Source: an optimization exercise on an open RTL-to-GDS flow (aim: small area and a short achievable clock period). Production flows keep margins and buffers that such runs may drop.
Where RTL was checked, it was by simulation tests only, not by an equivalence proof against the original.
Power is estimated from default activity; no workload was simulated.

## build 96
==> flow/design.v <==
module frame_detect (
    input  wire         clk,
    input  wire         rst,           
    input  wire         in_valid,
    input  wire [15:0]  in_mag,
    output reg          msg_valid,
    output reg          msg_long,
    output wire [111:0] msg_data
);
    reg         rst_q;           
    reg         ev;              
    reg         ev_w;            
    reg  [15:0] x;               
    always @(posedge clk) begin
        rst_q <= rst;
        ev    <= in_valid & ~rst;
        ev_w  <= in_valid;
        x     <= in_mag;
    end
    reg [15:0] w1, w2, w3, w4, w5, w6, w7, w8, w9, w10;
    always @(posedge clk) begin
        if (ev_w) begin
            w1 <= x;  w2 <= w1; w3 <= w2; w4 <= w3; w5 <= w4;
            w6 <= w5; w7 <= w6; w8 <= w7; w9 <= w8; w10 <= w9;
        end
    end
    function gt;
        input [17:0] a, b;
        reg   [31:0] g, e;   
        integer i, st;
        begin
            g = 32'd0;
            e = 32'hffffffff;
            g[17:0] = a & ~b;
            e[17:0] = a | ~b;
            for (st = 1; st < 32; st = st * 2)
                for (i = 0; i < 32; i = i + 2 * st) begin
                    g[i] = g[i + st] | (e[i + st] & g[i]);
                    e[i] = e[i + st] & e[i];
                end
            gt = g[0];
        end
    endfunction
    wire g1 = gt({2'b00, w1}, {2'b00, x});   
    wire g2 = gt({2'b00, w2}, {2'b00, x});
    wire g3 = gt({2'b00, w3}, {2'b00, x});
    wire g4 = gt({2'b00, w4}, {2'b00, x});
    wire g5 = gt({2'b00, w5}, {2'b00, x});
    wire g6 = gt({2'b00, w6}, {2'b00, x});
    wire l1 = gt({2'b00, x}, {2'b00, w1});   
    reg q1, q2, q3, q4, q5;
    always @(posedge clk) begin
        if (ev) begin
            q1 <= g1;
            q2 <= q1 & g2;
            q3 <= q2 & g3;
            q4 <= q3 & g4;
            q5 <= q4 & g5;
        end
    end
    reg  [17:0] part_q;
    reg  [15:0] mean_q;
    wire [17:0] peak_sum = part_q + x;
    wire [17:0] mean3    = 3 * mean_q;
    always @(posedge clk)
        if (ev_w) begin
            part_q  <= w8 + w6 + w1;
            mean_q  <= peak_sum[17:2];
        end
    wire quiet = (mean_q != 16'd0) &&
                 gt(mean3, {2'b00, w10}) && gt(mean3, {2'b00, w8}) &&
                 gt(mean3, {2'b00, w3})  && gt(mean3, {2'b00, w1});
    reg        seen;             
    reg [14:1] pv;
    wire       verdict = pv[14] & q5 & g6;      
    always @(posedge clk) begin
        if (rst_q) begin
            seen <= 1'b0;
            pv   <= 14'd0;
        end else if (ev) begin
            seen   <= 1'b1;
            pv[1]  <= seen & g1;                 
            pv[2]  <= pv[1] & l1;                
            pv[3]  <= pv[2];
            pv[4]  <= pv[3];
            pv[5]  <= pv[4];
            pv[6]  <= pv[5] & q3 & g4;           
            pv[7]  <= pv[6] & l1;                
            pv[8]  <= pv[7] & g1;                
            pv[9]  <= pv[8] & l1;                
            pv[10] <= pv[9] & quiet;             
            pv[11] <= pv[10];
            pv[12] <= pv[11];
            pv[13] <= pv[12];
            pv[14] <= pv[13];
        end
    end
    reg        act;              
    reg        cur_long;
    reg  [7:0] fc;
    reg        pend;
    reg  [6:0] pc;
    reg [55:0] p, q;
    reg        stg;              
    reg        e_skip_end;       
    reg        e_pres_long;      
    reg        e_pres_short;     
    reg        e_lo;             
    reg        e_hi;             
    reg        e_to_p;           
    reg        e_to_q;           
    reg        e_move;           
    wire       cont   = act & ~e_skip_end;
    wire       act_n  = cont | (~act & verdict);
    wire       long_n = (act & (fc == 8'd1)) ? g1 : cur_long;
    wire       pend_n = (pend & ~e_pres_short) | (e_skip_end & ~cur_long);
    wire       stg_n  = (stg & ~e_move) | (act & (fc == 8'd1) & pend);
    wire       lo_n   = cont & ~fc[0] & (fc <= 8'd110);
    wire       hi_n   = cont & ~fc[0] & (fc >= 8'd112) & (fc <= 8'd222) & long_n;
    always @(posedge clk) begin
        if (rst_q) begin
            act          <= 1'b0;
            pend         <= 1'b0;
            stg          <= 1'b0;
            e_skip_end   <= 1'b0;
            e_pres_long  <= 1'b0;
            e_pres_short <= 1'b0;
            e_lo         <= 1'b0;
            e_hi         <= 1'b0;
            e_to_p       <= 1'b0;
            e_to_q       <= 1'b0;
            e_move       <= 1'b0;
        end else if (ev) begin
            act      <= act_n;
            cur_long <= long_n;
            pend     <= pend_n;
            stg      <= stg_n;
            fc       <= act ? fc + 8'd1 : 8'd0;
            pc       <= pend ? pc + 7'd1 : 7'd0;
            e_skip_end   <= cont & (fc == (long_n ? 8'd237 : 8'd125));
            e_pres_long  <= cont & long_n & (fc == 8'd222);
            e_pres_short <= pend_n & pend & (pc == 7'd95);
            e_lo         <= lo_n;
            e_hi         <= hi_n;
            e_to_p       <= lo_n & ~(pend_n | stg_n);
            e_to_q       <= (lo_n & (pend_n | stg_n)) | hi_n;
            e_move       <= stg_n & ~pend_n & ~lo_n & ~hi_n;
        end
    end
    always @(posedge clk) begin
        if (ev) begin
            if (e_to_p)
                p <= {p[54:0], g1};
            else if (e_move)
                p <= q;
            if (e_to_q)
                q <= {q[54:0], g1};
        end
    end
    reg [3:0] lng;
    always @(posedge clk) begin
        msg_valid <= ev & ~rst & (e_pres_long | e_pres_short);
        if (ev & (e_pres_long | e_pres_short))
            msg_long <= e_pres_long;
        lng[0] <= e_pres_long;
        lng[1] <= e_pres_long & ev;
        lng[2] <= e_pres_long & ~e_pres_short;
        lng[3] <= e_pres_long & ~rst;
    end
    assign msg_data = {p, q & {{14{lng[3]}}, {14{lng[2]}}, {14{lng[1]}}, {14{lng[0]}}}};
endmodule
export LEC_CHECK = 0
export ABC_AREA = 1
export CAP_MARGIN = 20
export CORE_MARGIN = 2
export CORE_UTILIZATION = 50
export CTS_BUF_LIST = sky130_fd_sc_hd__clkbuf_16 sky130_fd_sc_hd__clkbuf_8
export CTS_CLUSTER_DIAMETER = 80
export CTS_CLUSTER_SIZE = 30
export SLEW_MARGIN = 20
create_clock -name core_clock -period 10.0 [get_ports {clk}]
standard.sh (not shown) runs the stock make flow with config.mk's settings and CLKGATE_MAP_FILE= SYNTH_SCRIPT=/design/flow/synth_recipe.tcl, a recipe that flattens the netlist after the stock synthesis.
==> flow/flow/run.sh <==
#!/bin/bash
set -euo pipefail
export BUFFER_PORTS_ARGS="-buffer_cell sky130_fd_sc_hd__buf_2"
export SETUP_SLACK_MARGIN=6.6
bash standard.sh > flow.log 2>&1
Relative to build 96, the following input files were edited for build 6:
Settings: CTS_BUF_LIST: sky130_fd_sc_hd__clkbuf_16 sky130_fd_sc_hd__clkbuf_8 -> sky130_fd_sc_hd__clkbuf_16; PLACE_DENSITY: unset -> 0.7; CORE_UTILIZATION: 50 -> 40.
[summary]
Between build 6 and build 96, it is build 6 whose area growth from synthesis to layout is higher, by 1.6 points. Changes observed in build 6 relative to build 96: cell-internal power moved up, final critical delay including setup and external delays moved up, number of design-rule violations left by the first detailed-router iteration moved up.
The following lists how build 28 was set up differently from build 6:
Settings: PLACE_DENSITY: 0.7 -> unset.
==> flow/flow/run.sh <==
#!/bin/bash
set -euo pipefail
export BUFFER_PORTS_ARGS="-buffer_cell sky130_fd_sc_hd__buf_2"
export SETUP_SLACK_MARGIN=5.5
bash standard.sh > flow.log 2>&1
==> run notes <==
Going from build 6 to build 28, final area level, routed wire length moved up, area after synthesis level, number of buffers outside the clock class in the layout moved down. Between build 28 and build 6, the sequential share of cell area does not differ in any meaningful way. Part of the power in combinational logic on build 28 is down relative to build 6.
--- input diff build 28..build 73 ---
Settings: PLACE_DENSITY now 0.5, previously not set.
==> flow/flow/run.sh <==
#!/bin/bash
set -euo pipefail
export BUFFER_PORTS_ARGS="-buffer_cell sky130_fd_sc_hd__buf_2"
export SETUP_SLACK_MARGIN=6.6
bash standard.sh > flow.log 2>&1
Notes after the runs:
Between build 73 and build 28, the post-detailed-placement cell area figures differ only marginally.
Build 73 did not stop at any stage, and its layout met the timing, design-rule and antenna checks.
Total wire length: build 73 vs build 28 up about 3.7%
On met3 demand-to-capacity share in global routing, build 28 tracks build 73 almost exactly.
The lower non-clock buffer share of cell area came out of build 28.
Lower fmax was reported by build 28, not build 73.
Summary of build 73 over build 28: global router's overall resource usage rose by 0.92 points; count of clock buffers in the final design now larger.
Going from build 28 to build 73, the area growth from synthesis to layout was found to have gone up by 1.3 points.
Relative to build 28, met1 usage has gone up in build 73.

========
RTL: the design.v shown in full above, as it stands there.
clock: 10.0 ns
lec_check: 0
abc_area: 1
cap_margin: 20
core_margin: 2
core_utilization: 50
cts_buf_list: sky130_fd_sc_hd__clkbuf_16
cts_cluster_diameter: 110
cts_cluster_size: 30
slew_margin: 20
==> flow/flow/run.sh <==
#!/bin/bash
set -euo pipefail
export BUFFER_PORTS_ARGS="-buffer_cell sky130_fd_sc_hd__buf_2"
export SETUP_SLACK_MARGIN=6.6
bash standard.sh > flow.log 2>&1
The baseline produced a clean layout.
Rerun with:
CORE_UTILIZATION = 55   (was 50)
Result: The new run completed without violations; wire length drops by 3.0%; final area hardly moves; cell count fell by 1.0%; total power barely changes; worst hold slack stays flat; setup slack gets worse by 0.0065 ns; clock-buffer cell count stays the same.
Rerun with:
CAP_MARGIN = 10   (was 20)
CORE_UTILIZATION = 50   (was 55)
CTS_CLUSTER_DIAMETER = 80   (was 110)
SLEW_MARGIN = 10   (was 20)
After rerunning: The new run went through all stages and came out clean; non-clock buffer count drops by 1; flip-flop and latch count is unchanged; clock-buffer cell count climbs by 4; maximum frequency hardly moves; clock skew drops by 0.010 ns; hold slack gains 0.0036 ns.
Rerun with:
CAP_MARGIN = 20   (was 10)
CORE_UTILIZATION = 40   (was 50)
CTS_CLUSTER_DIAMETER = 50   (was 80)
CTS_CLUSTER_SIZE = 20   (was 30)
SLEW_MARGIN = 20   (was 10)
Effect:
- The new run completed with no timing, DRC or antenna violations
- core utilization came out lower by 8.9 points
- cell count rose by a few percent
- wire length goes up by a few percent
- fmax shrinks slightly
- non-clock buffer count falls by 2
- global-route usage shrinks by 3.8 points
- sequential power barely changes
- cell area increases by a few percent
- clock power came out higher by well over a third
- total power increases by roughly a tenth
Rerun with:
CAP_MARGIN = 10   (was 20)
CTS_CLUSTER_DIAMETER = 80   (was 50)
CTS_CLUSTER_SIZE = 30   (was 20)
SLEW_MARGIN = 10   (was 20)
Result: Utilization fell by 1.4 points; worst hold slack gets better by 0.024 ns; worst setup slack barely changes; clock skew rose by 0.011 ns; routed wire length fell by 1.1%; count of clock-buffer cells in the layout fell by 19.
Rerun with:
==> flow/run.sh (new file) <==
#!/bin/bash
# synth_recipe.tcl (not shown) runs the flow's synth.tcl, then flattens the netlist and writes it again
# the make line also repeats each setting of config.mk as NAME=value (left out here)
make -C /OpenROAD-flow-scripts/flow DESIGN_CONFIG=/design/flow/config.mk WORK_HOME=/design/flow/orfs CLKGATE_MAP_FILE= SYNTH_SCRIPT=/design/flow/synth_recipe.tcl finish
CAP_MARGIN = 20   (was 10)
SETUP_SLACK_MARGIN = 5   (was unset)
SLEW_MARGIN = 20   (was 10)
removed: flow/flow/run.sh
removed: flow/standard.sh
Global-route usage is higher by 0.22 points.
Worst setup slack is worse by 0.69 ns.
Final area rises by 2.8%.
Worst hold slack hardly moves.
Total power decreases by about 0.54%.

========
== P ==
Starts from the design.v that is shown in full above.
==> flow/config.mk <==
export PLATFORM = sky130hd
export DESIGN_NAME = frame_detect
export DESIGN_NICKNAME = frame_detect
export VERILOG_FILES = /design/flow/design.v
export SDC_FILE = /design/flow/constraint.sdc
export NUM_CORES = 4
export LEC_CHECK = 0
export ABC_AREA = 1
export CAP_MARGIN = 20
export CORE_MARGIN = 2
export CORE_UTILIZATION = 40
export CTS_BUF_LIST = sky130_fd_sc_hd__clkbuf_16
export CTS_CLUSTER_DIAMETER = 80
export CTS_CLUSTER_SIZE = 30
export SLEW_MARGIN = 20
==> flow/constraint.sdc <==
create_clock -name core_clock -period 10.0 [get_ports {clk}]
set_input_delay 2.0000 -clock core_clock [delete_from_list [all_inputs] [get_ports {clk}]]
set_output_delay 2.0000 -clock core_clock [all_outputs]
set_load 0.01 [all_outputs]
==> flow/flow/run.sh <==
#!/bin/bash
set -euo pipefail
export BUFFER_PORTS_ARGS="-buffer_cell sky130_fd_sc_hd__buf_2"
export SETUP_SLACK_MARGIN=6.7
bash standard.sh > flow.log 2>&1
What Q does differently from P at the input level:
-- flow/flow/run.sh --
<<< P, line 4
export SETUP_SLACK_MARGIN=6.7
>>> Q, line 4
export SETUP_SLACK_MARGIN=6.3
Findings:
- Q ended with every stage complete and zero timing, DRC or antenna violations.
- Summary of Q over P: post-synthesis to final-layout area growth lower, wire length of the first global-routing pass shows a reduction of 0.49%, final setup skew did not really move, sequential share of cell area now sits higher.
- Diff P -> Q: slew at the pin closest to its max-slew limit did not really move, post-detailed-route via-to-cell ratio did not really move, count of plain and timing-repair buffers in the layout went down, fraction of area in clock buffers and inverters did not really move, power did not really move.
- What Q reported for maximum frequency has to be multiplied by 1.08 to get the figure for P.
The inputs of R differ from those of Q as listed below.
-- flow/flow/run.sh --
<<< Q, line 4
export SETUP_SLACK_MARGIN=6.3
>>> R, line 4
export SETUP_SLACK_MARGIN=6.6
-- flow/config.mk --
<<< Q, line 8
export ABC_AREA = 1
>>> R, line 8
export ABC_AREA = 0
Compared to Q, R has combinational-cell power consumption about 8% higher.
Lower power was reported by Q, not R.
Going from Q to R, final core area utilization grows by 2.4 points.
Start point of the critical path = lng[2]: Q; start point of the critical path = mean_q[0]: R
Against Q, R comes in 0.067 ns lower on setup slack.
### R -> S
-- flow/config.mk --
<<< R, line 8
export ABC_AREA = 0
>>> S, line 8
export ABC_AREA = 1
Notes after the runs:
[compare] base=R new=S: die area moved up; post-synthesis net count moved up; number of nets at the end of the flow moved up; number of placed cells counting well taps moved up.
Comparing S and R, the lower worst-case setup margin in the final layout is on R.
S ends up with a non-clock buffer share of cell area that is 2.2 points lower than in R.
Of S and R, S shows the higher met3 layer wire length in the routed design, with R below it.
Diff R -> S: global placer's final weighted congestion increased 6.3%; power density of the placed cells now smaller; portion of total power attributed to the clock network dropped 0.4 points.
Looking at commonest non-fill, non-tap cell in the layout, the sky130_fd_sc_hd__nand2_1 result is from S; the sky130_fd_sc_hd__edfxtp_1 one comes from R.

========
yarrow:
RTL: the design.v shown in full above, as it stands there.
export LEC_CHECK = 0
export ABC_AREA = 1
export CAP_MARGIN = 20
export CORE_MARGIN = 2
export CORE_UTILIZATION = 50
export CTS_BUF_LIST = sky130_fd_sc_hd__clkbuf_16
export CTS_CLUSTER_DIAMETER = 80
export CTS_CLUSTER_SIZE = 30
export SLEW_MARGIN = 20
create_clock -name core_clock -period 10.0 [get_ports {clk}]
==> flow/flow/run.sh <==
#!/bin/bash
set -euo pipefail
export BUFFER_PORTS_ARGS="-buffer_cell sky130_fd_sc_hd__buf_2"
export SETUP_SLACK_MARGIN=6.6
bash standard.sh > flow.log 2>&1
Inputs modified between yarrow and willow:
- CORE_UTILIZATION: 50 -> 45
==> comparison <==
Diff yarrow -> willow | total routing usage reported by global routing | decrease of 1.9 points. When willow is measured against yarrow, its combinational cell fraction of total power turns out 1.5 points lower. Diff yarrow -> willow: design area rose 240 µm², detailed-routed wire length on met3 fell about 1.5%. yarrow ended up with msg_data[0] as its last element of the critical path; willow ended up with msg_data[42]. Going from yarrow to willow, clock-buffer cell count increased 3, total area of multi-input combinational cells neither gained nor lost much. willow ended with less effective utilization at floorplan than yarrow. In the metrics for yarrow and willow, the one carrying the higher clock share of power is willow. What willow reported for die area has to be multiplied by 0.902 to get the figure for yarrow. Comparing highest ir drop seen on vdd for yarrow and willow, the bigger number came from yarrow.

========
Setup of job 9189:
frame_detect, a different RTL version from the one above (not shown whole).
Size in the first run: roughly 380 flip-flops, roughly 130 I/O pins.
Settings: LEC_CHECK=0, ABC_AREA=1, CAP_MARGIN=20, CORE_MARGIN=2, CORE_UTILIZATION=60, CTS_BUF_LIST=sky130_fd_sc_hd__clkbuf_16, CTS_CLUSTER_DIAMETER=80, CTS_CLUSTER_SIZE=30, PLACE_DENSITY=0.7, SLEW_MARGIN=20; clock period 10.0 ns.
Scripts as last shown in full above: flow/flow/run.sh
### job 9189 -> job 8674
# job 9189
export LEC_CHECK = 0
export ABC_AREA = 1
export CAP_MARGIN = 20
export CORE_MARGIN = 2
export CORE_UTILIZATION = 60
export CTS_BUF_LIST = sky130_fd_sc_hd__clkbuf_16
export CTS_CLUSTER_DIAMETER = 80
export CTS_CLUSTER_SIZE = 30
export PLACE_DENSITY = 0.7
export SLEW_MARGIN = 20
create_clock -name core_clock -period 10.0 [get_ports {clk}]
# job 8674
export LEC_CHECK = 0
export ABC_AREA = 1
export CAP_MARGIN = 20
export CORE_MARGIN = 2
export CORE_UTILIZATION = 40
export CTS_BUF_LIST = sky130_fd_sc_hd__clkbuf_16
export CTS_CLUSTER_DIAMETER = 80
export CTS_CLUSTER_SIZE = 30
export SLEW_MARGIN = 20
create_clock -name core_clock -period 10.0 [get_ports {clk}]
Findings:
- Job 8674 finished end to end and its layout was clean on timing, DRC and antenna.
- Job 8674 vs. job 9189: routing usage on met1 shows a reduction of 14 points, worst relative slew slack shows a reduction of 5.8 points.
- Compared with job 9189, in job 8674 placeable core area now sits higher, number of vias in the routed layout barely changed, net count after synthesis closely matched the old numbers, slew at the pin closest to its max-slew limit +87 ps.
- Final cell area excluding filler cells: job 8674 and job 9189 compared, lower one is job 9189
- Minimum period implied by the final worst setup slack down 39 ps in job 8674 wrt job 9189
No functional check of the RTL was part of any run of this note.

separate check: timing with driven ports:
The flow's constraints put no driver on any port. The routed layouts listed below were extracted and timed again, unchanged, in two steps. Step 1: set_driving_cell puts a clkbuf_16 on clk and a buf_2 on each other input, an assumption about the parent block. Step 2 also shifts input and output timing later by t, the mid clock arrival at the registers, as if the neighbouring blocks saw the same clock. a / b / c = ideal ports / drivers / drivers and shift; a / b = the first two.
| run | t, ns | slack for setup (ns) | worst slew at a driven data input, ns | cell pins on the clock port's net |
|---|---|---|---|---|
| build 96 | 0.589 | 6.688 / 6.640 / 6.768 | 0.06 | 1 |
| build 6 | 0.599 | 6.656 / 6.606 / 6.754 | 0.04 | 1 |
| build 28 | 0.627 | 6.394 / 6.340 / 6.575 | 0.03 | 1 |
| build 73 | 0.635 | 6.634 / 6.580 / 6.768 | 0.05 | 1 |
| the first run of note 2 | 0.570 | 6.689 / 6.639 / 6.770 | 0.06 | 1 |
| the second run of note 2 | 0.580 | 6.682 / 6.631 / 6.783 | 0.05 | 1 |
| the third run of note 2 | 0.589 | 6.691 / 6.643 / 6.768 | 0.06 | 1 |
| the fourth run of note 2 | 0.621 | 6.679 / 6.627 / 6.772 | 0.03 | 1 |
| the fifth run of note 2 | 0.612 | 6.676 / 6.621 / 6.810 | 0.03 | 1 |
| the sixth run of note 2 | 0.611 | 5.988 / 5.934 / 6.544 | 0.03 | 1 |
| P | 0.613 | 6.682 / 6.627 / 6.882 | 0.03 | 1 |
| Q | 0.613 | 6.403 / 6.348 / 6.581 | 0.03 | 1 |
| R | 0.611 | 6.336 / 6.336 / 6.336 | 0.03 | 1 |
| S | 0.613 | 6.684 / 6.630 / 6.811 | 0.03 | 1 |
| yarrow | 0.589 | 6.691 / 6.643 / 6.768 | 0.06 | 1 |
| willow | 0.621 | 6.681 / 6.628 / 6.773 | 0.03 | 1 |
| job 9189 | 0.584 | 6.573 / 6.520 / 6.704 | 0.04 | 1 |
| job 8674 | 0.593 | 6.612 / 6.562 / 6.727 | 0.08 | 1 |
After both steps setup and hold are still met in every run listed.
